Background: an optimization exercise with open tools, aiming at small area, a short achievable clock period and few clock cycles. Do not read the settings as production practice.
Only simulation tests tie the RTL to the original design; equivalence was not proved.
Power figures rest on the tool's default switching activity, not on a simulated workload.

## flow/config.mk

```make
export PLATFORM = sky130hd
export DESIGN_NAME = mips_core
export DESIGN_NICKNAME = mips_core
export VERILOG_FILES = /design/flow/design.v
export SDC_FILE = /design/flow/constraint.sdc
export NUM_CORES = 8
export LEC_CHECK = 0
export CAP_MARGIN = 20
export CORE_MARGIN = 2
export CORE_UTILIZATION = 60
export SETUP_SLACK_MARGIN = 5
export SLEW_MARGIN = 20
export SYNTH_HIERARCHICAL = 1
export SYNTH_MINIMUM_KEEP_SIZE = 0
```

## flow/constraint.sdc

```tcl
create_clock -name core_clock -period 11.0 [get_ports {clk}]
set_input_delay 2.2000 -clock core_clock [delete_from_list [all_inputs] [get_ports {clk}]]
set_output_delay 2.2000 -clock core_clock [all_outputs]
set_load 0.01 [all_outputs]
```

## flow/design.v

```verilog
module mips_core (
    input  wire        clk,
    input  wire        rst,
    input  wire        host_cmd_valid,
    output reg         host_cmd_ready,
    input  wire [2:0]  host_cmd_op,
    input  wire [4:0]  host_cmd_idx,
    input  wire [31:0] host_cmd_data,
    output reg         host_resp_valid,
    output reg  [2:0]  host_resp_status,
    output reg  [7:0]  host_resp_code,
    output reg  [31:0] host_resp_data,
    output reg         mem_req_valid,
    input  wire        mem_req_ready,
    output reg         mem_req_we,
    output reg  [31:0] mem_req_addr,
    output reg  [31:0] mem_req_wdata,
    input  wire        mem_resp_valid,
    input  wire        mem_resp_err,
    input  wire [7:0]  mem_resp_code,
    input  wire [31:0] mem_resp_rdata
);
    localparam OP_STEP    = 3'd0;
    localparam OP_GET_REG = 3'd1;
    localparam OP_SET_REG = 3'd2;
    localparam OP_GET_PC  = 3'd3;
    localparam OP_SET_PC  = 3'd4;
    localparam ST_OK     = 3'd0;
    localparam ST_INVAL  = 3'd1;
    localparam ST_ALIGN  = 3'd2;
    localparam ST_OVF    = 3'd3;
    localparam ST_MEMERR = 3'd4;
    localparam ST_BADARG = 3'd5;
    localparam S_IDLE  = 4'd0;    
    localparam S_FREQ  = 4'd1;    
    localparam S_FWAIT = 4'd2;    
    localparam S_X     = 4'd3;    
    localparam S_DREQ  = 4'd4;    
    localparam S_DWAIT = 4'd5;    
    localparam S_RESP  = 4'd6;    
    localparam S_OK    = 4'd7;    
    localparam S_MD1   = 4'd8;    
    localparam S_MD    = 4'd9;    
    localparam S_MDF   = 4'd10;   
    localparam S_MDF2  = 4'd12;   
    localparam S_MDF3  = 4'd13;   
    localparam S_N1    = 4'd14;   
    localparam S_N2    = 4'd15;   
    localparam S_GET   = 4'd11;   
    reg [3:0]  st;
    reg [31:0] pc;
    reg [31:0] npc;
    reg [31:0] hi;
    reg [31:0] lo;
    reg [31:0] rf [1:31];
    reg        x_v;        
    reg [31:0] ir;         
    reg [31:0] opa;        
    reg [31:0] opb;        
    reg [31:0] tgt;        
    reg [4:0]  idx_q;      
    reg        wr_q;       
    reg        getreg_q;   
    reg [2:0]  status_q;
    reg [7:0]  code_q;
    reg        we_q;       
    reg        rmw_q;      
    reg        c_bimm, c_sub, c_rsum, c_rand, c_ror, c_rxor, c_rslt, c_rsltu;
    reg        c_rsh, c_rb, c_rlink, c_rhi, c_rlo, c_shl, c_sha, c_shv;
    reg        c_wb, c_dnz, c_ctl, c_jr, c_jmp, c_beq, c_bne, c_blez, c_bgtz, c_bri;
    reg        c_mthi, c_mtlo;
    reg [4:0]  c_dest;
    reg [4:0]  md_cnt;
    reg        md_div;
    reg        md_neg_q;
    reg        md_neg_r;
    function [32:0] add_ks;
        input [31:0] a;
        input [31:0] b;
        input        cin;
        reg   [31:0] g, p;
        integer d, i;
        begin
            g = a & b;
            p = a ^ b;
            g[0] = g[0] | (p[0] & cin);
            for (d = 1; d < 32; d = d * 2)
                for (i = 31; i >= d; i = i - 1) begin
                    g[i] = g[i] | (p[i] & g[i-d]);
                    p[i] = p[i] & p[i-d];
                end
            add_ks = {g[31], a ^ b ^ {g[30:0], cin}};
        end
    endfunction
    function [32:0] add_bk;
        input [31:0] a;
        input [31:0] b;
        input        cin;
        reg   [31:0] g, p;
        integer d, i;
        begin
            g = a & b;
            p = a ^ b;
            g[0] = g[0] | (p[0] & cin);
            for (d = 1; d < 32; d = d * 2)
                for (i = 2 * d - 1; i < 32; i = i + 2 * d) begin
                    g[i] = g[i] | (p[i] & g[i-d]);
                    p[i] = p[i] & p[i-d];
                end
            for (d = 16; d >= 1; d = d / 2)
                for (i = 3 * d - 1; i < 32; i = i + 2 * d) begin
                    g[i] = g[i] | (p[i] & g[i-d]);
                    p[i] = p[i] & p[i-d];
                end
            add_bk = {g[31], a ^ b ^ {g[30:0], cin}};
        end
    endfunction
    wire [31:0] x      = mem_resp_rdata;
    wire [5:0]  f_op   = x[31:26];
    wire [4:0]  f_rs   = x[25:21];
    wire [4:0]  f_rt   = x[20:16];
    wire [4:0]  f_sh   = x[10:6];
    wire [5:0]  f_fn   = x[5:0];
    wire f_special = (f_op == 6'd0);
    wire f_regimm  = (f_op == 6'd1);
    wire f_shz     = (f_sh == 5'd0);
    wire f_valid, f_fast, f_ctl, s1_ans, ds_ctl, cmd_fire;
    wire late_ok, x_ans, other_req;
    mc_hs u_hs (
        .x(x), .mem_resp_valid(mem_resp_valid), .mem_resp_err(mem_resp_err),
        .host_cmd_valid(host_cmd_valid), .host_cmd_op(host_cmd_op),
        .st_fwait(st == S_FWAIT), .st_idle(st == S_IDLE), .st_resp(st == S_RESP),
        .late_ok(late_ok), .x_ans(x_ans), .x_ctl(x_v & c_ctl), .other_req(other_req),
        .f_valid(f_valid), .f_fast(f_fast), .f_ctl(f_ctl), .s1_ans(s1_ans), .ds_ctl(ds_ctl),
        .cmd_fire(cmd_fire), .host_resp_valid(host_resp_valid_w),
        .host_cmd_ready(host_cmd_ready_w), .mem_req_valid(mem_req_valid_w)
    );
    wire host_resp_valid_w, host_cmd_ready_w, mem_req_valid_w;
    wire f_link = (f_op == 6'd3) | (f_regimm & f_rt[4]) | (f_special & f_fn == 6'h09);
    wire f_jump = (f_op == 6'd2) | (f_op == 6'd3);
    wire [4:0]  ra1    = (st == S_FWAIT) ? f_rs : idx_q;
    wire [31:0] rf_a   = (ra1 == 5'd0) ? 32'd0 : rf[ra1];
    wire [31:0] rf_b   = (f_rt == 5'd0) ? 32'd0 : rf[f_rt];
    wire        wb_en = x_v & c_wb;    
    wire [31:0] alu_res;
    wire        byp_a = wb_en & (c_dest == f_rs);
    wire        byp_b = wb_en & (c_dest == f_rt);
    wire f_sp  = f_special;
    wire [31:0] f_imm_ext = (f_op == 6'd15) ? {x[15:0], 16'd0} :
                            (f_op[5:2] == 4'b0011) ? {16'd0, x[15:0]} :
                            {{16{x[15]}}, x[15:0]};
    wire [4:0] f_dest = (f_op == 6'd3 || (f_regimm && f_rt[4])) ? 5'd31 :
                        f_sp ? x[15:11] :
                        (f_op[5:3] == 3'b001) ? f_rt : 5'd0;
    wire f_nowb = f_sp & ((f_fn == 6'h08) | (f_fn == 6'h11) | (f_fn == 6'h13));
    wire [31:0] src_a = byp_a ? alu_res : rf_a;
    wire [31:0] src_b = byp_b ? alu_res : rf_b;
    wire [5:0]  d_op   = ir[31:26];
    wire [4:0]  d_rt   = ir[20:16];
    wire [4:0]  d_sa   = tgt[10:6];
    wire [5:0]  d_fn   = tgt[5:0];
    wire d_special = (d_op == 6'd0);
    wire d_regimm  = (d_op == 6'd1);
    wire d_sll   = d_special & (d_fn == 6'h00);
    wire d_srl   = d_special & (d_fn == 6'h02);
    wire d_sra   = d_special & (d_fn == 6'h03);
    wire d_sllv  = d_special & (d_fn == 6'h04);
    wire d_srlv  = d_special & (d_fn == 6'h06);
    wire d_srav  = d_special & (d_fn == 6'h07);
    wire d_jr    = d_special & (d_fn == 6'h08);
    wire d_jalr  = d_special & (d_fn == 6'h09);
    wire d_mfhi  = d_special & (d_fn == 6'h10);
    wire d_mthi  = d_special & (d_fn == 6'h11);
    wire d_mflo  = d_special & (d_fn == 6'h12);
    wire d_mtlo  = d_special & (d_fn == 6'h13);
    wire d_mult  = d_special & (d_fn == 6'h18);
    wire d_div   = d_special & (d_fn == 6'h1A);
    wire d_divu  = d_special & (d_fn == 6'h1B);
    wire d_add   = d_special & (d_fn == 6'h20);
    wire d_addu  = d_special & (d_fn == 6'h21);
    wire d_sub   = d_special & (d_fn == 6'h22);
    wire d_subu  = d_special & (d_fn == 6'h23);
    wire d_and   = d_special & (d_fn == 6'h24);
    wire d_or    = d_special & (d_fn == 6'h25);
    wire d_xor   = d_special & (d_fn == 6'h26);
    wire d_slt   = d_special & (d_fn == 6'h2A);
    wire d_sltu  = d_special & (d_fn == 6'h2B);
    wire d_j     = d_op == 6'd2;
    wire d_jal   = d_op == 6'd3;
    wire d_beq   = d_op == 6'd4;
    wire d_bne   = d_op == 6'd5;
    wire d_blez  = d_op == 6'd6;
    wire d_bgtz  = d_op == 6'd7;
    wire d_addi  = d_op == 6'd8;
    wire d_addiu = d_op == 6'd9;
    wire d_slti  = d_op == 6'd10;
    wire d_sltiu = d_op == 6'd11;
    wire d_andi  = d_op == 6'd12;
    wire d_ori   = d_op == 6'd13;
    wire d_xori  = d_op == 6'd14;
    wire d_lui   = d_op == 6'd15;
    wire d_lb    = (d_op == 6'd32) | (d_op == 6'd36);
    wire d_lh    = d_op == 6'd33;
    wire d_lwl   = d_op == 6'd34;
    wire d_lhu   = d_op == 6'd37;
    wire d_lwr   = d_op == 6'd38;
    wire d_sb    = d_op == 6'd40;
    wire d_sh    = d_op == 6'd41;
    wire d_sw    = d_op == 6'd43;
    wire d_mem   = d_op[5];
    wire d_load  = d_op[5] & ~d_op[3];
    wire d_link  = d_jal | d_jalr | (d_regimm & d_rt[4]);
    wire d_md    = d_special & (d_fn[5:2] == 4'b0110);
    wire d_mdsgn = d_mult | d_div;
    wire d_isdiv = d_div | d_divu;
    wire [31:0] alu_b   = c_bimm ? tgt : opb;
    wire [31:0] alu_bx  = c_sub ? ~alu_b : alu_b;
    wire [31:0] sum;
    wire        sum_co;
    wire [32:0] u_alu_add_r = add_ks(opa, alu_bx, c_sub);
    assign sum = u_alu_add_r[31:0];
    assign sum_co = u_alu_add_r[32];
    wire        ovf     = (opa[31] == alu_bx[31]) & (sum[31] != opa[31]);
    wire        lt_s    = (opa[31] != alu_b[31]) ? opa[31] : sum[31];
    wire        lt_u    = ~sum_co;
    wire [31:0] ea;
    wire [31:0] ctl_npc, npc_cur, req_addr_w, resp_data_w;
    mc_front u_front (
        .opa(opa), .opb(opb), .tgt(tgt), .pc(pc), .npc(npc),
        .x_ctl(x_v & c_ctl), .c_jr(c_jr), .c_jmp(c_jmp), .c_beq(c_beq), .c_bne(c_bne),
        .c_blez(c_blez), .c_bgtz(c_bgtz), .c_bri(c_bri), .rt0(d_rt[0]),
        .a_sel_ea(((st == S_X) & ~c_ctl) | (st == S_DREQ) | ((st == S_DWAIT) & rmw_q)),
        .a_sel_pc((st == S_IDLE) | (st == S_RESP) | (st == S_FREQ)),
        .a_sel_cur(st == S_FWAIT),
        .d_sel_opb((st == S_RESP) & getreg_q), .d_sel_pc((st == S_RESP) & ~getreg_q),
        .d_sel_cur(st == S_FWAIT),
        .ea(ea), .ctl_npc(ctl_npc), .npc_cur(npc_cur),
        .mem_req_addr(req_addr_w), .host_resp_data(resp_data_w)
    );
    wire [4:0]  shift_n = c_shv ? opa[4:0] : d_sa;
    reg  [31:0] sh_in;
    reg  [31:0] sh_out;
    integer j;
    always @(*) begin
        for (j = 0; j < 32; j = j + 1) sh_in[j] = c_shl ? opb[31-j] : opb[j];
    end
    wire        sh_fill = c_sha & opb[31];
    wire [63:0] sh_wide = {{32{sh_fill}}, sh_in} >> shift_n;
    always @(*) begin
        for (j = 0; j < 32; j = j + 1) sh_out[j] = c_shl ? sh_wide[31-j] : sh_wide[j];
    end
    assign alu_res =
        ({32{c_rsum}}  & sum) |
        ({32{c_rand}}  & (opa & alu_b)) |
        ({32{c_ror}}   & (opa | alu_b)) |
        ({32{c_rxor}}  & (opa ^ alu_b)) |
        ({32{c_rslt}}  & {31'd0, lt_s}) |
        ({32{c_rsltu}} & {31'd0, lt_u}) |
        ({32{c_rsh}}   & sh_out) |
        ({32{c_rb}}    & tgt) |
        ({32{c_rhi}}   & hi) |
        ({32{c_rlo}}   & lo) |
        ({32{c_rlink}} & opb);
    wire       x_ovf  = d_add | d_sub | d_addi;
    wire        setpc_fire = cmd_fire & (host_cmd_op == OP_SET_PC);
    wire [31:0] inc_in = setpc_fire ? host_cmd_data : npc_cur;
    wire [31:0] inc4;
    wire [32:0] u_inc4_r = add_ks({{2{1'b0}}, inc_in[31:2]}, {{2{1'b0}}, 30'd0}, 1'b1);
    assign inc4[31:2] = u_inc4_r[29:0];
    assign inc4[1:0] = inc_in[1:0];
    wire [31:0] link_addr;
    wire [32:0] u_link_r = add_bk({{3{1'b0}}, pc[31:3]}, {{3{1'b0}}, 29'd0}, 1'b1);
    assign link_addr[31:3] = u_link_r[28:0];
    assign link_addr[2:0] = pc[2:0];
    wire [25:0] t_idx  = (st == S_X) ? tgt[25:0] : x[25:0];
    wire        t_jump = (st == S_X) ? (ir[31:27] == 5'b00001) : f_jump;
    wire [29:0] t_off  = {{14{t_idx[15]}}, t_idx[15:0]};
    wire [31:0] br_tgt;
    wire [32:0] u_br_r = add_bk({{2{1'b0}}, npc[31:2]}, {{2{1'b0}}, t_off}, 1'b0);
    assign br_tgt[31:2] = u_br_r[29:0];
    assign br_tgt[1:0] = npc[1:0];
    wire [31:0] f_tgt = t_jump ? {npc[31:28], t_idx, 2'b00} : br_tgt;
    wire [1:0]  k     = ea[1:0];
    wire        mis   = (d_lh | d_lhu | d_sh) & ea[0];
    wire [31:0] rdata = mem_resp_rdata;
    reg  [7:0]  ld_byte;
    always @(*) begin
        case (k)
            2'd0: ld_byte = rdata[31:24];
            2'd1: ld_byte = rdata[23:16];
            2'd2: ld_byte = rdata[15:8];
            default: ld_byte = rdata[7:0];
        endcase
    end
    wire [15:0] ld_half = k[1] ? rdata[15:0] : rdata[31:16];
    reg [31:0] lwl_val;
    reg [31:0] lwr_val;
    always @(*) begin
        case (k)
            2'd0: lwl_val = rdata;
            2'd1: lwl_val = {rdata[23:0], opb[7:0]};
            2'd2: lwl_val = {rdata[15:0], opb[15:0]};
            default: lwl_val = {rdata[7:0], opb[23:0]};
        endcase
        case (k)
            2'd0: lwr_val = {opb[31:8], rdata[31:24]};
            2'd1: lwr_val = {opb[31:16], rdata[31:16]};
            2'd2: lwr_val = {opb[31:24], rdata[31:8]};
            default: lwr_val = rdata;
        endcase
    end
    reg [31:0] load_val;
    always @(*) begin
        if (d_lb)       load_val = {24'd0, ld_byte};
        else if (d_lh)  load_val = {{16{ld_half[15]}}, ld_half};
        else if (d_lhu) load_val = {16'd0, ld_half};
        else if (d_lwl) load_val = lwl_val;
        else if (d_lwr) load_val = lwr_val;
        else            load_val = rdata;
    end
    reg [31:0] store_merge;
    always @(*) begin
        store_merge = rdata;
        if (d_sb) begin
            case (k)
                2'd0: store_merge[31:24] = opb[7:0];
                2'd1: store_merge[23:16] = opb[7:0];
                2'd2: store_merge[15:8]  = opb[7:0];
                default: store_merge[7:0] = opb[7:0];
            endcase
        end else begin
            if (k[1]) store_merge[15:0]  = opb[15:0];
            else      store_merge[31:16] = opb[15:0];
        end
    end
    wire        a_neg  = d_mdsgn & opa[31];
    wire        b_neg  = d_mdsgn & opb[31];
    function [5:0] clz32;
        input [31:0] v;
        integer n;
        begin
            clz32 = 6'd32;
            for (n = 0; n < 32; n = n + 1)
                if (v[n]) clz32 = 6'd31 - n[5:0];
        end
    endfunction
    wire [5:0]  za      = clz32(opa);
    wire [5:0]  zb      = clz32(opb);
    wire [5:0]  dz      = zb - za;
    wire        q_zero  = zb < za;
    wire [31:0] b_align = opb << dz[4:0];
    wire        dv_ge   = sum_co;               
    wire [31:0] dv_rem  = dv_ge ? sum : opa;
    wire [32:0] ml_x  = {1'b0, hi};
    wire [32:0] ml_y  = lo[0] ? {1'b0, opb} : 33'd0;
    wire [32:0] ml_z  = lo[1] ? {opb, 1'b0} : 33'd0;
    wire [32:0] ml_cs = ml_x ^ ml_y ^ ml_z;
    wire [32:0] ml_cc = (ml_x & ml_y) | (ml_x & ml_z) | (ml_y & ml_z);
    wire [33:0] ml_sum;
    wire [32:0] u_ml_r = add_bk(ml_cs[32:1], ml_cc[31:0], 1'b0);
    assign ml_sum = {u_ml_r, ml_cs[0]};
    wire [31:0] md_hi_n = md_div ? dv_rem : ml_sum[33:2];
    wire [31:0] md_lo_n = md_div ? {lo[30:0], dv_ge} : {ml_sum[1:0], lo[31:2]};
    wire        md_fix  = md_neg_q | md_neg_r;
    wire        md_last = (md_cnt == 5'd0);
    wire fw_resp = (st == S_FWAIT) & mem_resp_valid;
    wire fw_ok   = fw_resp & ~mem_resp_err;
    wire dw_resp = (st == S_DWAIT) & mem_resp_valid;
    wire dw_ok   = dw_resp & ~mem_resp_err;
    assign x_ans   = (st == S_X) & c_ctl;       
    assign late_ok = (dw_ok & ~rmw_q) | (st == S_OK) |
                     ((st == S_MD) & md_last & ~md_fix) | (st == S_MDF3);
    wire x_dreq   = (st == S_X) & d_mem & ~mis;
    wire rmw_wreq = dw_ok & rmw_q;
    assign other_req = (st == S_FREQ) | (st == S_DREQ) | x_dreq | rmw_wreq;
    always @(*) begin
        host_cmd_ready   = host_cmd_ready_w;
        host_resp_valid  = host_resp_valid_w;
        host_resp_status = (st == S_RESP) ? status_q : ST_OK;
        host_resp_code   = code_q;
        host_resp_data   = resp_data_w;
        mem_req_valid    = mem_req_valid_w;
        mem_req_we       = ((st == S_X) & d_sw) | ((st == S_DREQ) & we_q) | ((st == S_DWAIT) & rmw_q);
        mem_req_addr     = req_addr_w;
        mem_req_wdata    = (st == S_DWAIT) ? store_merge : opb;
    end
    reg        rf_we;
    reg [4:0]  rf_wa;
    reg [31:0] rf_wd;
    always @(*) begin
        rf_we = wb_en;
        rf_wa = c_dest;
        rf_wd = alu_res;
        if (st == S_OK) begin
            rf_we = wr_q;
            rf_wd = tgt;
        end else if (st == S_DWAIT) begin
            rf_we = dw_ok & ~rmw_q & d_load & (d_rt != 5'd0);
            rf_wa = d_rt;
            rf_wd = load_val;
        end else if (st == S_RESP) begin
            rf_we = wr_q;
            rf_wa = idx_q;
            rf_wd = opb;
        end
    end
    wire [31:0] rf_d = rst ? 32'd0 : rf_wd;
    genvar gi;
    generate
        for (gi = 1; gi < 32; gi = gi + 1) begin : g_rf
            always @(posedge clk)
                if (rst | (rf_we & (rf_wa == gi))) rf[gi] <= rf_d;
        end
    endgenerate
    always @(posedge clk) begin
        if (rst) begin
            st       <= S_IDLE;
            pc       <= 32'd0;
            npc      <= 32'd0;
            hi       <= 32'd0;
            lo       <= 32'd0;
            x_v      <= 1'b0;
            ir       <= 32'd0;
            idx_q    <= 5'd0;
            wr_q     <= 1'b0;
            getreg_q <= 1'b0;
            status_q <= 3'd0;
            code_q   <= 8'd0;
            we_q     <= 1'b0;
            rmw_q    <= 1'b0;
            md_cnt   <= 5'd0;
            md_div   <= 1'b0;
            md_neg_q <= 1'b0;
            md_neg_r <= 1'b0;
        end else begin
            x_v <= 1'b0;
            if (x_v) begin
                if (c_ctl) npc <= ctl_npc;
                if (c_mthi) hi <= opa;
                if (c_mtlo) lo <= opa;
            end
            if (late_ok) begin
                pc  <= npc;
                npc <= inc4;
            end
            case (st)
                S_RESP, S_OK: st <= S_IDLE;
                S_FREQ: begin
                    if (mem_req_ready) st <= S_FWAIT;
                end
                S_FWAIT: begin
                    if (fw_resp) begin
                        ir  <= x;
                        opa <= src_a;
                        opb <= f_link ? link_addr : src_b;
                        tgt <= ds_ctl ? {6'd0, x[25:0]} : f_ctl ? f_tgt : f_imm_ext;
                        c_bimm  <= ~f_sp;
                        c_sub   <= (f_sp & ((f_fn == 6'h22) | (f_fn == 6'h23) | (f_fn == 6'h2A) | (f_fn == 6'h2B))) |
                                   (f_op == 6'd10) | (f_op == 6'd11) |
                                   (f_sp & (f_fn[5:2] == 4'b0110));
                        c_rsum  <= (f_sp & (f_fn[5:2] == 4'b1000)) | (f_op == 6'd8) | (f_op == 6'd9);
                        c_rand  <= (f_sp & (f_fn == 6'h24)) | (f_op == 6'd12);
                        c_ror   <= (f_sp & (f_fn == 6'h25)) | (f_op == 6'd13);
                        c_rxor  <= (f_sp & (f_fn == 6'h26)) | (f_op == 6'd14);
                        c_rslt  <= (f_sp & (f_fn == 6'h2A)) | (f_op == 6'd10);
                        c_rsltu <= (f_sp & (f_fn == 6'h2B)) | (f_op == 6'd11);
                        c_rsh   <= f_sp & (f_fn[5:3] == 3'b000) & (f_fn[1:0] != 2'b01);
                        c_rb    <= (f_op == 6'd15);
                        c_rlink <= f_link;
                        c_rhi   <= f_sp & (f_fn == 6'h10);
                        c_rlo   <= f_sp & (f_fn == 6'h12);
                        c_shl   <= (f_fn[1:0] == 2'b00);
                        c_sha   <= (f_fn[1:0] == 2'b11);
                        c_shv   <= f_fn[2];
                        c_dest  <= f_dest;
                        c_dnz   <= (f_dest != 5'd0);
                        c_wb    <= ~f_nowb & (f_dest != 5'd0);
                        c_ctl   <= f_ctl;
                        c_jr    <= f_sp & (f_fn[5:1] == 5'b00100);
                        c_jmp   <= (f_op == 6'd2) | (f_op == 6'd3);
                        c_beq   <= (f_op == 6'd4);
                        c_bne   <= (f_op == 6'd5);
                        c_blez  <= (f_op == 6'd6);
                        c_bgtz  <= (f_op == 6'd7);
                        c_bri   <= f_regimm;
                        c_mthi  <= f_sp & (f_fn == 6'h11);
                        c_mtlo  <= f_sp & (f_fn == 6'h13);
                        getreg_q <= 1'b0;
                        wr_q     <= 1'b0;
                        if (mem_resp_err) begin
                            status_q <= ST_MEMERR;
                            code_q   <= mem_resp_code;
                            st       <= S_RESP;
                        end else if (!f_valid) begin
                            status_q <= ST_INVAL;
                            st       <= S_RESP;
                        end else if (f_fast & ~ds_ctl) begin
                            x_v <= 1'b1;
                            pc  <= npc_cur;
                            npc <= inc4;
                            st  <= S_IDLE;
                        end else begin
                            st  <= S_X;
                        end
                    end
                end
                S_X: begin
                    we_q  <= d_sw;
                    rmw_q <= d_sb | d_sh;
                    wr_q <= 1'b0;
                    if (c_ctl) begin
                        tgt <= f_tgt;
                        x_v <= 1'b1;
                        pc  <= npc;
                        npc <= inc4;
                        st  <= S_IDLE;
                    end else if (x_ovf) begin
                        status_q <= ST_OVF;
                        tgt      <= sum;
                        wr_q     <= ~ovf & c_dnz;
                        st       <= ovf ? S_RESP : S_OK;
                    end else if (d_mem) begin
                        if (mis) begin
                            status_q <= ST_ALIGN;
                            st       <= S_RESP;
                        end else begin
                            st <= mem_req_ready ? S_DWAIT : S_DREQ;
                        end
                    end else begin
                        md_div   <= d_isdiv;
                        md_neg_q <= a_neg ^ b_neg;
                        md_neg_r <= a_neg;
                        md_cnt   <= 5'd15;
                        if (d_isdiv && opb == 32'd0) begin
                            hi       <= 32'd0;
                            lo       <= 32'd0;
                            status_q <= ST_INVAL;
                            st       <= d_divu ? S_RESP : S_OK;
                        end else if (d_divu) begin
                            hi     <= opa;
                            lo     <= 32'd0;
                            opb    <= b_align;
                            md_cnt <= dz[4:0];
                            st     <= q_zero ? S_OK : S_MD;
                        end else if (d_mdsgn) begin
                            hi     <= 32'd0;
                            tgt    <= opa;
                            opa    <= 32'd0;
                            c_bimm <= 1'b1;
                            st     <= S_N1;
                        end else begin
                            hi  <= 32'd0;
                            lo  <= opa;
                            st  <= S_MD;
                        end
                    end
                end
                S_DREQ: begin
                    if (mem_req_ready) st <= S_DWAIT;
                end
                S_DWAIT: begin
                    if (dw_resp) begin
                        if (mem_resp_err) begin
                            status_q <= ST_MEMERR;
                            code_q   <= mem_resp_code;
                            st       <= S_RESP;
                        end else if (rmw_q) begin
                            opb   <= store_merge;
                            we_q  <= 1'b1;
                            rmw_q <= 1'b0;
                            st    <= mem_req_ready ? S_DWAIT : S_DREQ;
                        end else begin
                            st <= S_IDLE;
                        end
                    end
                end
                S_GET: begin
                    opb <= rf_a;
                    st  <= S_RESP;
                end
                S_N1: begin
                    lo     <= md_neg_r ? sum : tgt;
                    c_bimm <= 1'b0;
                    st     <= S_N2;
                end
                S_N2: begin
                    if (md_neg_q ^ md_neg_r) opb <= sum;
                    opa <= lo;
                    st  <= md_div ? S_MD1 : S_MD;
                end
                S_MD1: begin
                    hi     <= opa;
                    lo     <= 32'd0;
                    opb    <= b_align;
                    md_cnt <= dz[4:0];
                    st     <= q_zero ? (md_fix ? S_MDF : S_OK) : S_MD;
                end
                S_MD: begin
                    hi     <= md_hi_n;
                    lo     <= md_lo_n;
                    if (md_div) begin
                        opa <= dv_rem;
                        opb <= {1'b0, opb[31:1]};
                    end
                    md_cnt <= md_cnt - 5'd1;
                    if (md_last) st <= md_fix ? S_MDF : S_IDLE;
                end
                S_MDF: begin
                    opa    <= 32'd0;
                    opb    <= lo;
                    tgt    <= hi;
                    c_bimm <= 1'b0;
                    st     <= S_MDF2;
                end
                S_MDF2: begin
                    if (md_neg_q) lo <= sum;
                    opa    <= {32{~md_div & (opb != 32'd0)}};
                    c_bimm <= 1'b1;
                    st     <= S_MDF3;
                end
                S_MDF3: begin
                    if (md_div ? md_neg_r : md_neg_q) hi <= sum;
                    st <= S_IDLE;
                end
                default: ;
            endcase
            if (cmd_fire) begin
                getreg_q <= host_cmd_op == OP_GET_REG;
                wr_q     <= (host_cmd_op == OP_SET_REG) && host_cmd_idx != 5'd0;
                idx_q    <= host_cmd_idx;
                status_q <= (host_cmd_op > OP_SET_PC) ? ST_BADARG : ST_OK;
                if (host_cmd_op == OP_STEP) begin
                    st <= mem_req_ready ? S_FWAIT : S_FREQ;
                end else begin
                    opb <= host_cmd_data;
                    st  <= (host_cmd_op == OP_GET_REG) ? S_GET : S_RESP;
                end
                if (setpc_fire) begin
                    pc  <= host_cmd_data;
                    npc <= inc4;
                end
            end
        end
    end
endmodule
module mc_hs (
    input  wire [31:0] x,
    input  wire        mem_resp_valid,
    input  wire        mem_resp_err,
    input  wire        host_cmd_valid,
    input  wire [2:0]  host_cmd_op,
    input  wire        st_fwait,
    input  wire        st_idle,
    input  wire        st_resp,
    input  wire        late_ok,
    input  wire        x_ans,
    input  wire        x_ctl,
    input  wire        other_req,
    output reg         f_valid,
    output reg         f_fast,
    output wire        f_ctl,
    output wire        s1_ans,
    output wire        ds_ctl,
    output wire        cmd_fire,
    output wire        host_resp_valid,
    output wire        host_cmd_ready,
    output wire        mem_req_valid
);
    wire [5:0] f_op = x[31:26];
    wire [4:0] f_rt = x[20:16];
    wire [5:0] f_fn = x[5:0];
    wire       f_shz = (x[10:6] == 5'd0);
    wire       f_sp  = (f_op == 6'd0);
    reg  f_sp_ok, f_sp_fast;
    always @(*) begin
        f_sp_ok = 1'b0;
        f_sp_fast = 1'b0;
        case (f_fn)
            6'h00, 6'h02, 6'h03: begin f_sp_ok = 1'b1; f_sp_fast = 1'b1; end
            6'h04, 6'h06, 6'h07, 6'h08, 6'h09, 6'h10, 6'h11, 6'h12, 6'h13,
            6'h21, 6'h23, 6'h24, 6'h25, 6'h26, 6'h2A, 6'h2B:
                begin f_sp_ok = f_shz; f_sp_fast = f_shz; end
            6'h18, 6'h19, 6'h1A, 6'h1B, 6'h20, 6'h22:
                f_sp_ok = f_shz;
            default: ;
        endcase
    end
    wire f_ri_ok = (f_rt == 5'd0) | (f_rt == 5'd1) | (f_rt == 5'd16) | (f_rt == 5'd17);
    always @(*) begin
        case (f_op)
            6'd0:  begin f_valid = f_sp_ok; f_fast = f_sp_fast; end
            6'd1:  begin f_valid = f_ri_ok; f_fast = f_ri_ok; end
            6'd2, 6'd3, 6'd4, 6'd5, 6'd6, 6'd7, 6'd9, 6'd10, 6'd11, 6'd12, 6'd13, 6'd14, 6'd15:
                   begin f_valid = 1'b1; f_fast = 1'b1; end
            6'd8, 6'd32, 6'd33, 6'd34, 6'd35, 6'd36, 6'd37, 6'd38, 6'd40, 6'd41, 6'd43:
                   begin f_valid = 1'b1; f_fast = 1'b0; end
            default: begin f_valid = 1'b0; f_fast = 1'b0; end
        endcase
    end
    assign f_ctl  = (f_sp & (f_fn[5:1] == 5'b00100)) | (f_op == 6'd1) |
                    (f_op[5:3] == 3'b000 && f_op[2:1] != 2'b00);
    assign ds_ctl = x_ctl & f_ctl;
    assign s1_ans = st_fwait & mem_resp_valid & ~mem_resp_err & f_fast & ~ds_ctl;
    wire   is_step = (host_cmd_op == 3'd0);
    assign host_cmd_ready  = st_idle | st_resp | late_ok | ((s1_ans | x_ans) & is_step);
    assign host_resp_valid = s1_ans | x_ans | late_ok | st_resp;
    assign cmd_fire        = host_cmd_valid & host_cmd_ready;
    assign mem_req_valid   = (cmd_fire & is_step) | other_req;
endmodule
module mc_front (
    input  wire [31:0] opa,
    input  wire [31:0] opb,
    input  wire [31:0] tgt,
    input  wire [31:0] pc,
    input  wire [31:0] npc,
    input  wire        x_ctl,       
    input  wire        c_jr,
    input  wire        c_jmp,
    input  wire        c_beq,
    input  wire        c_bne,
    input  wire        c_blez,
    input  wire        c_bgtz,
    input  wire        c_bri,
    input  wire        rt0,
    input  wire        a_sel_ea,
    input  wire        a_sel_pc,
    input  wire        a_sel_cur,
    input  wire        d_sel_opb,
    input  wire        d_sel_pc,
    input  wire        d_sel_cur,
    output wire [31:0] ea,
    output wire [31:0] ctl_npc,
    output wire [31:0] npc_cur,
    output wire [31:0] mem_req_addr,
    output wire [31:0] host_resp_data
);
    reg [31:0] g, p;
    integer d, i;
    always @(*) begin
        g = opa & tgt;
        p = opa ^ tgt;
        for (d = 1; d < 32; d = d * 2)
            for (i = 31; i >= d; i = i - 1) begin
                g[i] = g[i] | (p[i] & g[i-d]);
                p[i] = p[i] & p[i-d];
            end
    end
    assign ea = opa ^ tgt ^ {g[30:0], 1'b0};
    wire a_zero   = (opa == 32'd0);
    wire a_eq_b   = (opa == opb);
    wire br_taken = (c_beq  & a_eq_b) |
                    (c_bne  & ~a_eq_b) |
                    (c_blez & (opa[31] | a_zero)) |
                    (c_bgtz & ~(opa[31] | a_zero)) |
                    (c_bri  & (opa[31] ^ rt0));
    assign ctl_npc = c_jr ? opa : (br_taken | c_jmp) ? tgt : npc;
    assign npc_cur = x_ctl ? ctl_npc : npc;
    assign mem_req_addr = a_sel_ea  ? {ea[31:2], 2'b00} :
                          a_sel_pc  ? pc :
                          a_sel_cur ? npc_cur : npc;
    assign host_resp_data = d_sel_opb ? opb :
                            d_sel_pc  ? pc :
                            d_sel_cur ? npc_cur : npc;
endmodule
```

## flow/run.sh

```bash
#!/bin/bash
# synth_recipe.tcl (not shown) runs the flow's synth.tcl, then flattens the netlist and writes it again
# the make line also repeats each setting of config.mk as NAME=value (left out here)
make -C /OpenROAD-flow-scripts/flow DESIGN_CONFIG=/design/flow/config.mk WORK_HOME=/design/flow/orfs CLKGATE_MAP_FILE= SYNTH_SCRIPT=/design/flow/synth_recipe.tcl finish
```

==> impl_metrics.json, run 1 <==
{
  "floorplan.die.width_um": 387.6,
  "track_usage": 0.8383,
  "grt_max_degree": 71,
  "post_synth_instance_area_um2": 88290,
  "die_height_um": 387.6,
  "syn_inst": 9087,
  "synth_warnings": 42,
  "place.port_buffers": 196,
  "outcome.stop_stage": "5_1_grt",
  "cts_hold_buffers": 0,
  "synth.net_count": 9447,
  "cts.root.buffer_cell": "sky130_fd_sc_hd__clkbuf_16",
  "via_count_of_the_first_global_routing_pass": 105900,
  "ios": 197,
  "synth.avg_cell_area_um2": 9.716,
  "place.detailed.instances": 10860,
  "detailed_place_hpwl_um": 370200,
  "place.gp.congestion": 1.253,
  "global_route_wire_length_before_repair_um": 896900,
  "cts_buffer_count": 137,
  "clock_tree.buffer_depth": 3,
  "placement_rows": 140,
  "outcome": "stopped before the end",
  "clock_sink_count": 1293,
  "error": "[ERROR GRT-0116] Global routing finished with congestion. Check the congestion regions in the DRC Viewer.",
  "start_util": 0.6051,
  "globalRoute.totalOverflow": 299,
  "placed_cell_area_um2": 94200,
  "htreeDepth": 4
}
[worst max path at each step]
stage,start,to,cells past startpoint
2_1_floorplan,mem_resp_err,rf[8][0],8
3_3_place_gp,mem_resp_rdata[18],npc[24],19
3_5_place_dp,mem_resp_rdata[18],npc[31],18
4_1_cts,mem_resp_rdata[5],host_resp_valid,10
[per-stage QoR]
stage | setup WS, ns | total power, mW
3_5_place_dp | 2.465 | 23.53
3_3_place_gp | 2.563 | 23.30
4_1_cts | 4.730 | 29.66
2_1_floorplan | 4.708 | 15.97
[power by group through the flow]
stage	registers (mW)	clock network [mW]	logic, mW
2_1_floorplan	7.59	0	8.38
3_3_place_gp	7.98	0	15.3
3_5_place_dp	8.05	0	15.5
4_1_cts	7.93	4.97	16.8
[what timing repair did]
action,CTS
endpoints found under the setup margin,573
endpoints found under the hold margin,0
gates resized for setup,802
pin swaps,96
setup buffers,193
cloned,25
[layer usage]
layer / GRT overflow / global-route usage
met1: 9 / 0.8577
met2: 148 / 0.9434
met3: 11 / 0.7352
met4: 127 / 0.8122
met5: 4 / 0.4775
Testbench counts, summed over its fixed seeds: cycles 73,516.
==> inputs of run 2 (changes only) <==
--- a/flow/config.mk
+++ b/flow/config.mk
@@ -6,9 +6,9 @@
 export NUM_CORES = 8
 export LEC_CHECK = 0
-export CAP_MARGIN = 20
+export CAP_MARGIN = 30
 export CORE_MARGIN = 2
-export CORE_UTILIZATION = 60
+export CORE_UTILIZATION = 50
 export SETUP_SLACK_MARGIN = 5
-export SLEW_MARGIN = 20
+export SLEW_MARGIN = 30
 export SYNTH_HIERARCHICAL = 1
 export SYNTH_MINIMUM_KEEP_SIZE = 0
==> impl_metrics.json, run 2 <==
{
  "outcome": "finished clean",
  "cts_tree": "done",
  "maxSlewHeadroom": 0.1505,
  "drive_above_1_share": 0.2178,
  "route.vias.total": 103700,
  "detail_route.drc_violations": 0,
  "via_per_inst": 8.599,
  "final-hold-violation-count": 0,
  "critical_path.startpoint_type": "flop",
  "timing.critical_path.cells": "buf_6, xor2_4, a211oi_4, mux2_4, buf_6, buf_6, buf_6, buf_6, nand3_4, buf_12, o311ai_4, mux2i_1, a211oi_2, buf_2",
  "final_tns_setup_ns": 0,
  "dr.first_iter.drc_count": 28130,
  "finalCriticalPeriod_ns": 6.615,
  "timing.setup.critical_path_class": "reg -> out",
  "grt_max_degree": 71,
  "crit_slowest_cell": "sky130_fd_sc_hd__a211oi_4",
  "place.port_buffers": 196,
  "detailedRoute.firstPassIterationCount": 17,
  "leakage_nw": 40.18,
  "clock_sink_count": 1293,
  "die_height_um": 424.2,
  "post-route-util": 0.6150,
  "worst-slew-pin-transition_ns": 1.272,
  "cts_hold_buffers": 0,
  "report.final.slew_viol_count": 0,
  "ios": 197,
  "registers.top_by_ff_count": "rf",
  "globalRoute.totalOverflow": 0,
  "fin_worst_skew_ns": 0.05442,
  "start_util": 0.5024,
  "sort_of_element_at_the_end_of_the_critical_path": "output pin",
  "largest_register_ffs": 992,
  "via_count_of_the_first_global_routing_pass": 92260,
  "path_common_cell": "sky130_fd_sc_hd__buf_6",
  "cpPeakStageDelay_ns": 0.54,
  "mostFrequentLayoutCells": "sky130_fd_sc_hd__edfxtp_1 (1121), sky130_fd_sc_hd__nand2_1 (900), sky130_fd_sc_hd__a22oi_1 (853)",
  "class_of_the_tightest_hold_or_removal_check": "reg -> reg",
  "num-nets-final": 9887,
  "die_area_um2": 180000,
  "htreeDepth": 4,
  "place.gp.congestion": 1.173,
  "clock_transition_at_path_regs_ns": 0.06,
  "track_usage": 0.6499,
  "placement_rows": 154,
  "layout_commonest_cell": "sky130_fd_sc_hd__edfxtp_1",
  "antenna_violating_nets_post_route": 0,
  "irDropWorstVdd_mv": 0.2483,
  "synth.avg_cell_area_um2": 9.716,
  "power-per-cell-area_nw_per_um2": 311.9,
  "post_synth_instance_area_um2": 88290,
  "clock_tree.buffer_depth": 3,
  "worst_skew_pair.late_latency_ns": 0.90,
  "flow.area_growth_from_synthesis_pct": 22.41,
  "floorplan.die.width_um": 424.2,
  "rsz0062_at_grt": "true",
  "global_route_wire_length_before_repair_um": 801900,
  "cts_buffer_count": 143,
  "f_max_ghz": 0.1512,
  "drt-wirelength-per-cell_um": 50.57,
  "cp.required_ns": 8.80,
  "timing.final.crit_share": 0.6013,
  "detailed_place_hpwl_um": 384000,
  "cts.root.buffer_cell": "sky130_fd_sc_hd__clkbuf_16",
  "cp_max_fo": 4,
  "drt-total-wl_um": 610100,
  "antenna_found_initial": 87,
  "synth.net_count": 9447,
  "setup_viol_count_final": 0,
  "critPathArrivalTime_ns": 4.41,
  "syn_inst": 9087,
  "max_cap_violations": 0,
  "synth_warnings": 42,
  "core_area_um2": 175700
}
## run 2: worst paths after layout
| path | start | to | slack, ns | depth (start not counted) |
|---|---|---|---|---|
| max | opa[31] | mem_req_addr[0] | 4.39 | 14 |
| min reg2reg | ir[20] | ir[20] | 0.48 | 2 |
| max reg2reg | opa[31] | npc[31] | 4.63 | 38 |
| min | ir[20] | ir[20] | 0.48 | 2 |
## run 2: final cells by class
class                           instances  area [um2]
Timing Repair inverter                  2       16.27
Tap cell                             2340        2928
Clock buffer                          177        3844
Sequential cell                      1293       37110
Multi-Input combinational cell       6805       51720
Timing Repair Buffer                 1116       10500
Clock inverter                         84        1061
Inverter                              166       701.9
Fill cell                           14450       67650
Antenna cell                           81       202.7
## run 2: power breakdown
part	switching, mW	leakage [nW]	internal, mW	total (mW)
registers	1.21	12.5	6.89	8.10
logic	14.1	25.3	6.30	20.4
clock network	2.31	2.38	2.92	5.23
total	17.6	40.2	16.1	33.7
## run 2: per-layer routing
metal / wire length, um / vias to the layer above / global-route usage
li1: - / 36770 / -
met1: 183100 / 48390 / 0.6883
met2: 220400 / 13280 / 0.8210
met3: 120300 / 5218 / 0.4597
met4: 84290 / 86 / 0.6182
met5: 2023 / - / 0.09841
## run 2: critical path: cells and delay by family, from the launching register on
family	cells	cell delay, ns
muxes	2	0.52
DFF	1	0.44
and+or+nand+nor	1	0.12
AOI/OAI and AO/OA	3	1.25
buffers and inverters	7	1.01
xor gates and xnor gates	1	0.19
## run 2: through the flow
step           area (um2)  cells  setup slack [ns]  power (mW)  hold slack [ns]
3_5_place_dp        95030  11280             2.746       24.01           0.4637
3_3_place_gp        94660  11260             2.724       23.82           0.4542
5_1_grt            107900  12000             4.531       33.28           0.5027
4_1_cts            105200  11870             4.671       30.38           0.4740
2_1_floorplan       88400   9087             4.708       15.97           0.4273
6_report           108100  12060             4.385       33.71           0.4811
## run 2: timing repair
item / 4_1_cts / 5_1_grt
setup buffers: 299 / 97
cloned: 25 / 6
endpoints found under the setup margin: 633 / 647
resized for setup: 914 / 329
pin swaps: 198 / 172
==> inputs of run 3 (changes only) <==
--- a/flow/config.mk
+++ b/flow/config.mk
@@ -9,4 +9,6 @@
 export CORE_MARGIN = 2
 export CORE_UTILIZATION = 50
+export CTS_CLUSTER_DIAMETER = 60
+export CTS_CLUSTER_SIZE = 30
 export SETUP_SLACK_MARGIN = 5
 export SLEW_MARGIN = 30
==> impl_metrics.json, run 3 <==
{
  "outcome": "failed layout checks",
  "check-failures": "capacitance limit, slew limit",
  "path_common_cell": "sky130_fd_sc_hd__a21oi_2",
  "ios": 197,
  "timing.final.crit_share": 0.6082,
  "total_power_mw": 33.06,
  "largest_register_ffs": 992,
  "drt-wirelength-per-cell_um": 50.81,
  "core_area_um2": 175700,
  "irDropWorstVdd_mv": 0.2531,
  "worst_skew_pair.late_latency_ns": 0.90,
  "place.detailed.instances": 11280,
  "cpPeakStageDelay_ns": 1.37,
  "via_per_inst": 8.626,
  "syn_inst": 9087,
  "maxSlewHeadroom": -0.1439,
  "flow.area_growth_from_synthesis_pct": 21.05,
  "detail_route.drc_violations": 0,
  "reg2reg_depth": 23,
  "post-route-util": 0.6082,
  "final_tns_setup_ns": 0,
  "critical_path_buf_inv_count": 5,
  "fin_worst_skew_ns": 0.1158,
  "cp_max_fo": 6,
  "antenna_found_initial": 87,
  "detailedRoute.firstPassIterationCount": 29,
  "critical-path-top-delay-family": "compound AO/OA/AOI/OAI gates",
  "detailed_place_hpwl_um": 384000,
  "track_usage": 0.6491,
  "mostFrequentLayoutCells": "sky130_fd_sc_hd__edfxtp_1 (1121), sky130_fd_sc_hd__nand2_1 (894), sky130_fd_sc_hd__a22oi_1 (853)",
  "report.final.slew_viol_count": 4,
  "clock_sink_count": 1293,
  "fin_ws_ns": 4.310,
  "sort_of_element_at_the_end_of_the_critical_path": "flop",
  "antenna_violating_nets_post_route": 0,
  "rsz0062_at_grt": "true",
  "crit_slowest_cell": "sky130_fd_sc_hd__a211oi_1",
  "synth_warnings": 42,
  "clock_transition_at_path_regs_ns": 0.06,
  "worst_hold_path_cell_count": 2,
  "floorplan.die.width_um": 424.2,
  "setup_slack_placement_ns": 2.746,
  "layout_commonest_cell": "sky130_fd_sc_hd__edfxtp_1",
  "route.vias.total": 103300,
  "timing.setup.critical_path_class": "reg -> reg",
  "max_cap_violations": 2,
  "global_route_wire_length_before_repair_um": 800000,
  "globalRoute.totalOverflow": 0,
  "placement_rows": 154,
  "finalCriticalPeriod_ns": 6.690,
  "registers.top_by_ff_count": "rf",
  "cts_tree": "done",
  "die_height_um": 424.2,
  "die_area_um2": 180000,
  "setup_viol_count_final": 0,
  "post_synth_instance_area_um2": 88290,
  "clock_tree.buffer_depth": 3,
  "placed_cell_area_um2": 95030,
  "cp_num_cells": 23,
  "class_of_the_tightest_hold_or_removal_check": "reg -> reg",
  "grt_max_degree": 71,
  "place.port_buffers": 196,
  "worst-slew-pin-transition_ns": 1.706,
  "cts_buffer_count": 113,
  "drt-total-wl_um": 608600,
  "synth.avg_cell_area_um2": 9.716,
  "final-hold-violation-count": 0,
  "final_cell_area_um2": 106900,
  "dr.first_iter.drc_count": 26460,
  "synth.net_count": 9447,
  "place.gp.congestion": 1.173,
  "num-nets-final": 9817,
  "drive_above_1_share": 0.2134,
  "timing.hold.ws_ns": 0.4845,
  "f_max_ghz": 0.1495,
  "critPathArrivalTime_ns": 7.33,
  "htreeDepth": 3,
  "finish.cell_count_without_fillers": 11980,
  "start_util": 0.5024,
  "timing.critical_path.cells": "buf_12, buf_4, clkinvlp_4, a21oi_2, o21ai_0, a21oi_2, o21ai_2, a21oi_2, o211ai_1, o2111ai_2, a311oi_4, a211oi_2, ha_2, inv_1, fa_2, a21o_1, a21oi_4, xnor2_4, buf_4, nand2_1, a211oi_1, a2111oi_2, a31oi_1",
  "leakage_nw": 39.71,
  "cp.required_ns": 11.64,
  "power-per-cell-area_nw_per_um2": 309.3,
  "critical_path.startpoint_type": "flop",
  "via_count_of_the_first_global_routing_pass": 91390,
  "cts.root.buffer_cell": "sky130_fd_sc_hd__clkbuf_16"
}
## run 3: area by class of cell
class | count | area [um2]
diodes | 81 | 202.7
clock buffers | 120 | 2907
clock inverters | 96 | 1430
fillers | 14610 | 68850
inverters | 166 | 703.2
multi-input cells | 6804 | 51410
flip-flops and latches | 1293 | 37110
well taps | 2340 | 2928
repair buffers | 1078 | 10180
repair inverters | 1 | 5.005
## run 3: path summary, 6_finish.rpt
path | start | end | slack (ns)
worst max register to register | opa[2] | opb[14] | 4.31
worst min register to register | md_cnt[3] | md_cnt[3] | 0.48
worst min-delay path | md_cnt[3] | md_cnt[3] | 0.48
worst max-delay path | opa[2] | opb[14] | 4.31
## run 3: worst reg2reg max path: stages, from the launching register on
cell and delay, ns:
sky130_fd_sc_hd__edfxtp_1 0.39, sky130_fd_sc_hd__buf_12 0.16, sky130_fd_sc_hd__buf_4 0.23, sky130_fd_sc_hd__clkinvlp_4 0.22
sky130_fd_sc_hd__a21oi_2 0.17, sky130_fd_sc_hd__o21ai_0 0.12, sky130_fd_sc_hd__a21oi_2 0.22, sky130_fd_sc_hd__o21ai_2 0.09
sky130_fd_sc_hd__a21oi_2 0.17, sky130_fd_sc_hd__o211ai_1 0.21, sky130_fd_sc_hd__o2111ai_2 0.16, sky130_fd_sc_hd__a311oi_4 0.16
sky130_fd_sc_hd__a211oi_2 0.42, sky130_fd_sc_hd__ha_2 0.23, sky130_fd_sc_hd__inv_1 0.07, sky130_fd_sc_hd__fa_2 0.45
sky130_fd_sc_hd__a21o_1 0.24, sky130_fd_sc_hd__a21oi_4 0.30, sky130_fd_sc_hd__xnor2_4 0.25, sky130_fd_sc_hd__buf_4 0.21
sky130_fd_sc_hd__nand2_1 0.19, sky130_fd_sc_hd__a211oi_1 1.37, sky130_fd_sc_hd__a2111oi_2 0.12, sky130_fd_sc_hd__a31oi_1 0.33
## run 3: report_power, final
| part | leakage [nW] | internal [mW] | switching (mW) |
|---|---|---|---|
| clock | 2.07 | 2.25 | 2.46 |
| sequential | 12.5 | 6.88 | 1.20 |
| combinational | 25.2 | 6.24 | 14.0 |
| total | 39.7 | 15.4 | 17.7 |
## run 3: what timing repair did
item                                    CTS  global route
endpoints found under the setup margin  572           626
setup buffers                           240           113
hold buffers                              0             0
gates resized for setup                 848           344
pin swaps                               151           174
gates cloned                             24             5
## run 3: per-layer routing
layer | wire length, um | part of all wire | GRT usage | vias up
met5 | 2251 | 0.0037 | 0.09312 | -
li1 | - | - | - | 36600
met4 | 82480 | 0.14 | 0.6138 | 71
met2 | 220500 | 0.36 | 0.8185 | 13350
met3 | 119900 | 0.20 | 0.4573 | 5054
met1 | 183500 | 0.30 | 0.6917 | 48260
==> inputs of run 4 (changes only) <==
--- a/flow/config.mk
+++ b/flow/config.mk
@@ -6,5 +6,5 @@
 export NUM_CORES = 8
 export LEC_CHECK = 0
-export CAP_MARGIN = 30
+export CAP_MARGIN = 45
 export CORE_MARGIN = 2
 export CORE_UTILIZATION = 50
@@ -12,5 +12,6 @@
 export CTS_CLUSTER_SIZE = 30
 export SETUP_SLACK_MARGIN = 5
-export SLEW_MARGIN = 30
+export SLEW_MARGIN = 45
 export SYNTH_HIERARCHICAL = 1
 export SYNTH_MINIMUM_KEEP_SIZE = 0
+export TNS_END_PERCENT = 0
==> impl_metrics.json, run 4 <==
{
  "sort_of_element_at_the_end_of_the_critical_path": "flop",
  "sequentialPowerShare": 0.251,
  "mostFrequentLayoutCells": "sky130_fd_sc_hd__edfxtp_1 (1121), sky130_fd_sc_hd__nand2_1 (908), sky130_fd_sc_hd__a22oi_1 (851)",
  "critPathArrivalTime_ns": 7.50,
  "detailedRoute.firstPassIterationCount": 36,
  "antenna_found_initial": 99,
  "setup_viol_count_final": 0,
  "route.vias.total": 103500,
  "final_tns_setup_ns": 0,
  "syn_inst": 9087,
  "worst_hold_path_cell_count": 2,
  "power.net_switching_mw": 17.26,
  "synth.net_count": 9447,
  "timing.rr.start": "opb[4]",
  "comb_power_share": 0.602,
  "fin_worst_skew_ns": 0.1066,
  "timing.final.crit_share": 0.6220,
  "via_count_of_the_first_global_routing_pass": 93120,
  "grt_max_degree": 71,
  "global_route_wire_length_before_repair_um": 816600,
  "die_height_um": 424.2,
  "finalCriticalPeriod_ns": 6.842,
  "post_synth_instance_area_um2": 88290,
  "htreeDepth": 3,
  "largest_register_ffs": 992,
  "clock_tree.buffer_depth": 3,
  "rsz0062_at_grt": "true",
  "reg2reg_depth": 17,
  "die_area_um2": 180000,
  "max_cap_violations": 0,
  "cp.required_ns": 11.66,
  "clock_sink_count": 1293,
  "timing.setup.critical_path_class": "reg -> reg",
  "floorplan.die.width_um": 424.2,
  "outcome": "finished clean",
  "via_per_inst": 8.732,
  "cts.root.buffer_cell": "sky130_fd_sc_hd__clkbuf_16",
  "registers.top_by_ff_count": "rf",
  "track_usage": 0.6615,
  "power-per-cell-area_nw_per_um2": 307.0,
  "drive_above_1_share": 0.1812,
  "r2r-end": "rf[9][23]",
  "cp_max_fo": 25,
  "irDropWorstVdd_mv": 0.2388,
  "critical_path.startpoint_type": "flop",
  "drt-total-wl_um": 613600,
  "layout_commonest_cell": "sky130_fd_sc_hd__edfxtp_1",
  "detailed_place_hpwl_um": 401900,
  "cts_tree": "done",
  "start_util": 0.5024,
  "n_fill_cell": 14940,
  "class_of_the_tightest_hold_or_removal_check": "reg -> reg",
  "place.detailed.instances": 11360,
  "place.port_buffers": 196,
  "synth_warnings": 42,
  "synth.avg_cell_area_um2": 9.716,
  "clkPwrFrac": 0.147,
  "cts_buffer_count": 115,
  "placement_rows": 154,
  "min_from": "status_q[0]",
  "power.internal_mw": 14.67,
  "power.switching_fraction": 0.5406,
  "drt-wirelength-per-cell_um": 51.77,
  "flow.area_growth_from_synthesis_pct": 17.81,
  "final-hold-violation-count": 0,
  "f_max_ghz": 0.1462,
  "detail_route.drc_violations": 0,
  "report.final.slew_viol_count": 0,
  "final_cell_area_um2": 104000,
  "leakage_nw": 38.35,
  "clock_transition_at_path_regs_ns": 0.09,
  "dr.first_iter.drc_count": 27580,
  "maxSlewHeadroom": 0.3056,
  "place.gp.congestion": 1.174,
  "ios": 197,
  "r2r_slack_ns": 4.16,
  "cts_hold_buffers": 0,
  "post-route-util": 0.5919,
  "min_to": "status_q[0]",
  "placed_cell_area_um2": 96040,
  "worst_skew_pair.late_latency_ns": 0.94,
  "num-nets-final": 9672,
  "globalRoute.totalOverflow": 0,
  "antenna_violating_nets_post_route": 0,
  "worst-slew-pin-transition_ns": 1.042,
  "finish.cell_count_without_fillers": 11850,
  "core_area_um2": 175700
}
[run 4: worst max-delay path, stage by stage, from the launching register on]
cell	delay [ns]
sky130_fd_sc_hd__edfxtp_1	0.66
sky130_fd_sc_hd__buf_4	0.60
sky130_fd_sc_hd__mux2i_1	0.30
sky130_fd_sc_hd__xnor2_1	0.20
sky130_fd_sc_hd__ha_1	0.39
sky130_fd_sc_hd__a211oi_1	0.49
sky130_fd_sc_hd__o211ai_1	0.17
sky130_fd_sc_hd__o22ai_1	0.47
sky130_fd_sc_hd__o21ai_2	0.28
sky130_fd_sc_hd__a2111oi_1	0.63
sky130_fd_sc_hd__a311oi_4	0.18
sky130_fd_sc_hd__a2111oi_2	0.41
sky130_fd_sc_hd__buf_4	0.35
sky130_fd_sc_hd__a21oi_1	0.18
sky130_fd_sc_hd__a21oi_4	0.63
sky130_fd_sc_hd__a211oi_4	0.18
sky130_fd_sc_hd__buf_4	0.25
sky130_fd_sc_hd__buf_6	0.17
[run 4: area by class of cell]
type / instances / area [um2] / share of cell area
Antenna cell: 102 / 255.2 / 0.002454
Tap cell: 2340 / 2928 / 0.02815
Clock inverter: 95 / 1330 / 0.01279
Timing Repair Buffer: 936 / 8546 / 0.08216
Sequential cell: 1293 / 37110 / 0.3568
Multi-Input combinational cell: 6800 / 50220 / 0.4828
Clock buffer: 120 / 2960 / 0.02846
Inverter: 166 / 665.6 / 0.006399
[run 4: repair_timing]
item | in CTS | in global routing
cloned | 19 | 0
pin swaps | 95 | 17
setup buffers | 133 | 3
endpoints found under the setup margin | 471 | 625
gates resized for setup | 583 | 28
[run 4: routing by layer]
metal  global-route usage  wire, um
met4               0.6250     85080
met3               0.4703    119200
met5              0.09788      2482
met1               0.6987    183400
met2               0.8383    223500
[run 4: worst max path at each step]
stage                       start                  to  cells after the start
2_1_floorplan        mem_resp_err             npc[24]                     23
3_3_place_gp              opa[31]  host_resp_data[29]                     11
3_5_place_dp   mem_resp_rdata[29]             npc[31]                     18
4_1_cts                   opa[31]  host_resp_data[19]                     14
5_1_grt                    ir[31]   mem_req_wdata[31]                      6
6_report                   opb[4]           rf[9][23]                     17
[run 4: power by group through the flow]
stage	sequential [mW]	clock (mW)	combinational, mW
floorplan	7.59	0	8.36
global placement	7.98	0	15.9
detailed placement	8.01	0	16.2
CTS	7.86	4.58	16.9
global route	7.99	4.76	18.8
finish	8.02	4.69	19.2
[run 4: through the flow]
stage / worst slack (ns) / power (mW) / hold WS, ns
floorplan: 4.415 / 15.96 / 0.4273
global placement: 2.306 / 23.90 / 0.4382
detailed placement: 2.822 / 24.21 / 0.4511
CTS: 4.670 / 29.35 / 0.4623
global route: 4.309 / 31.54 / 0.4792
finish: 4.158 / 31.94 / 0.4618
==> inputs of run 5 (changes only) <==
==> flow/config.mk (replaced) <==
export PLATFORM = sky130hd
export DESIGN_NAME = mips_core
export DESIGN_NICKNAME = mips_core
export VERILOG_FILES = /design/flow/design.v
export SDC_FILE = /design/flow/constraint.sdc
export NUM_CORES = 8
export LEC_CHECK = 0
export CAP_MARGIN = 30
export CORE_MARGIN = 2
export CORE_UTILIZATION = 40
export SETUP_SLACK_MARGIN = 5
export SLEW_MARGIN = 30
export SYNTH_HIERARCHICAL = 1
export SYNTH_MINIMUM_KEEP_SIZE = 0
export TNS_END_PERCENT = 0
==> impl_metrics.json, run 5 <==
{
  "report.final.slew_viol_count": 0,
  "floorplan.die.width_um": 473.8,
  "total_power_mw": 32.59,
  "f_max_ghz": 0.1518,
  "synth.net_count": 9447,
  "timing.final.crit_share": 0.5987,
  "start_util": 0.4022,
  "reg2reg_depth": 16,
  "clock_sink_count": 1293,
  "via_per_inst": 8.087,
  "antenna_violating_nets_post_route": 0,
  "worst_skew_pair.late_latency_ns": 0.88,
  "r2r-end": "opa[25]",
  "fin_worst_skew_ns": 0.07540,
  "detailed_place_hpwl_um": 398300,
  "mostFrequentLayoutCells": "sky130_fd_sc_hd__edfxtp_1 (1121), sky130_fd_sc_hd__nand2_1 (909), sky130_fd_sc_hd__a22oi_1 (853)",
  "sort_of_element_at_the_end_of_the_critical_path": "flop",
  "met1_usage": 0.5843,
  "final_tns_setup_ns": 0,
  "place.port_buffers": 196,
  "drt-wirelength-per-cell_um": 49.54,
  "worst_hold_path_cell_count": 2,
  "worst-slew-pin-transition_ns": 1.304,
  "track_usage": 0.5294,
  "finalCriticalPeriod_ns": 6.586,
  "clock_transition_at_path_regs_ns": 0.07,
  "ios": 197,
  "rsz0062_at_grt": "true",
  "synth.avg_cell_area_um2": 9.716,
  "final_cell_area_um2": 105400,
  "synth_warnings": 42,
  "cts.root.buffer_cell": "sky130_fd_sc_hd__clkbuf_16",
  "place.gp.congestion": 1.147,
  "class_of_the_tightest_hold_or_removal_check": "reg -> reg",
  "cts_tree": "done",
  "top_usage_layer": "met2",
  "global_route_wire_length_before_repair_um": 809500,
  "gr-usage-met3": 0.3167,
  "r2r_slack_ns": 4.42,
  "grt_max_degree": 71,
  "drt-total-wl_um": 615100,
  "cp_max_fo": 38,
  "max_cap_violations": 0,
  "irDropWorstVdd_mv": 0.2452,
  "layout_commonest_cell": "sky130_fd_sc_hd__edfxtp_1",
  "via_count_of_the_first_global_routing_pass": 89450,
  "cts_buffer_count": 147,
  "htreeDepth": 4,
  "dr.first_iter.drc_count": 24370,
  "globalRoute.totalOverflow": 0,
  "n_fill_cell": 20460,
  "clock_tree.buffer_depth": 3,
  "post_synth_instance_area_um2": 88290,
  "power-per-cell-area_nw_per_um2": 309.1,
  "flow.area_growth_from_synthesis_pct": 19.43,
  "largest_register_ffs": 992,
  "cts_hold_buffers": 0,
  "timing.rr.start": "opb[6]",
  "min_to": "status_q[1]",
  "final-hold-violation-count": 0,
  "cp.required_ns": 11.63,
  "die_area_um2": 224500,
  "antenna_found_initial": 94,
  "syn_inst": 9087,
  "die_height_um": 473.8,
  "route.vias.total": 100400,
  "placement_rows": 172,
  "detailedRoute.firstPassIterationCount": 14,
  "leakage_nw": 38.72,
  "critical_path.startpoint_type": "input port",
  "detail_route.drc_violations": 0,
  "num-nets-final": 9679,
  "placed_cell_area_um2": 95610,
  "use_met2": 0.6880,
  "critPathArrivalTime_ns": 7.21,
  "min_from": "status_q[1]",
  "registers.top_by_ff_count": "rf",
  "core_area_um2": 219500,
  "outcome": "finished clean",
  "timing.setup.critical_path_class": "in -> reg",
  "post-route-util": 0.4804,
  "setup_viol_count_final": 0,
  "drive_above_1_share": 0.1814,
  "maxSlewHeadroom": 0.1275,
  "timing.hold.ws_ns": 0.4561
}
-- run 5: report_power, final --
group          switching [mW]  leakage (nW)  internal, mW
Clock                    2.33          2.46          3.03
Sequential               1.18          12.5          6.89
Combinational            13.5          23.8          5.66
-- run 5: how the worst max path moves through the flow --
stage / startpoint / endpoint / slack, ns / cells after the start
floorplan: mem_resp_err / npc[24] / 4.41 / 23
finish: mem_resp_rdata[22] / opa[29] / 4.41 / 13
CTS: mem_resp_rdata[4] / host_resp_valid / 4.72 / 10
detailed placement: mem_resp_rdata[17] / npc[24] / 2.30 / 19
global route: st[0] / tgt[31] / 4.54 / 25
global placement: mem_resp_rdata[17] / npc[24] / 2.35 / 19
-- run 5: worst max-delay path, stage by stage --
cell,delay [ns]
sky130_fd_sc_hd__clkdlybuf4s50_1,0.45
sky130_fd_sc_hd__buf_4,0.35
sky130_fd_sc_hd__mux2_2,0.24
sky130_fd_sc_hd__buf_4,0.56
sky130_fd_sc_hd__and2_2,0.64
sky130_fd_sc_hd__buf_4,0.74
sky130_fd_sc_hd__a22oi_1,0.18
sky130_fd_sc_hd__nand3_1,0.16
sky130_fd_sc_hd__nor3_1,0.07
sky130_fd_sc_hd__a21oi_1,0.86
sky130_fd_sc_hd__nand2_1,0.17
sky130_fd_sc_hd__o211a_1,0.19
sky130_fd_sc_hd__a31oi_1,0.27
-- run 5: area by class of cell --
type,count,area [um2],area share
repair inverters,2,17.52,0.0001661
diodes,101,252.7,0.002397
clock inverters,88,1177,0.01117
repair buffers,907,8213,0.07789
flip-flops and latches,1293,37110,0.3519
multi-input cells,6802,50480,0.4787
clock buffers,185,3914,0.03712
inverters,166,686.9,0.006514
well taps,2871,3592,0.03407
-- run 5: through the flow --
| step | std cells | setup slack (ns) |
|---|---|---|
| final | 12420 | 4.414 |
| after global routing | 12330 | 4.544 |
| after CTS | 12250 | 4.716 |
| after detailed placement | 11820 | 2.305 |
| after global placement | 11810 | 2.352 |
| after floorplan | 9087 | 4.415 |
-- run 5: metal layers --
metal  vias up  wire length [um]
met2     12000            230300
li1      36340                 -
met5         -              1874
met4        72             76260
met1     47820            196500
met3      4160            110100
-- run 5: timing repair --
item	CTS	global route
gates cloned	16	3
setup endpoints to repair	636	667
buffers inserted	141	46
pin swaps	92	66
resized for setup	643	175

==> static timing again, ports no longer ideal <==
Ports are ideal in the flow. The routed layouts listed here were re-timed in OpenROAD.
Step 1, drivers: a clkbuf_16 drives clk and a buf_2 each remaining input, both assumed.
Step 2 also shifts input and output timing later by t, the mid clock arrival at the registers, as if the neighbouring blocks saw the same clock.
a / b / c = ideal ports / drivers / drivers and shift; a / b = the first two.
run	t (ns)	slack for setup (ns)	hold WS [ns]	worst register clock-pin slew, ns	pins driven straight from the clock port
run 2	0.964	4.385 / 4.291 / 3.738	0.481 / 0.481 / 0.481	0.07 / 0.07	1
run 3	0.942	4.310 / 4.310 / 3.596	0.484 / 0.484 / 0.484	0.12 / 0.12	1
run 4	0.989	4.158 / 4.158 / 3.358	0.462 / 0.462 / 0.462	0.11 / 0.11	1
run 5	0.939	4.414 / 4.375 / 3.542	0.456 / 0.456 / 0.456	0.07 / 0.07	1
The setup slack of run 5, which loses most, moves by -0.039 ns with the drivers and by -0.872 ns with both steps.
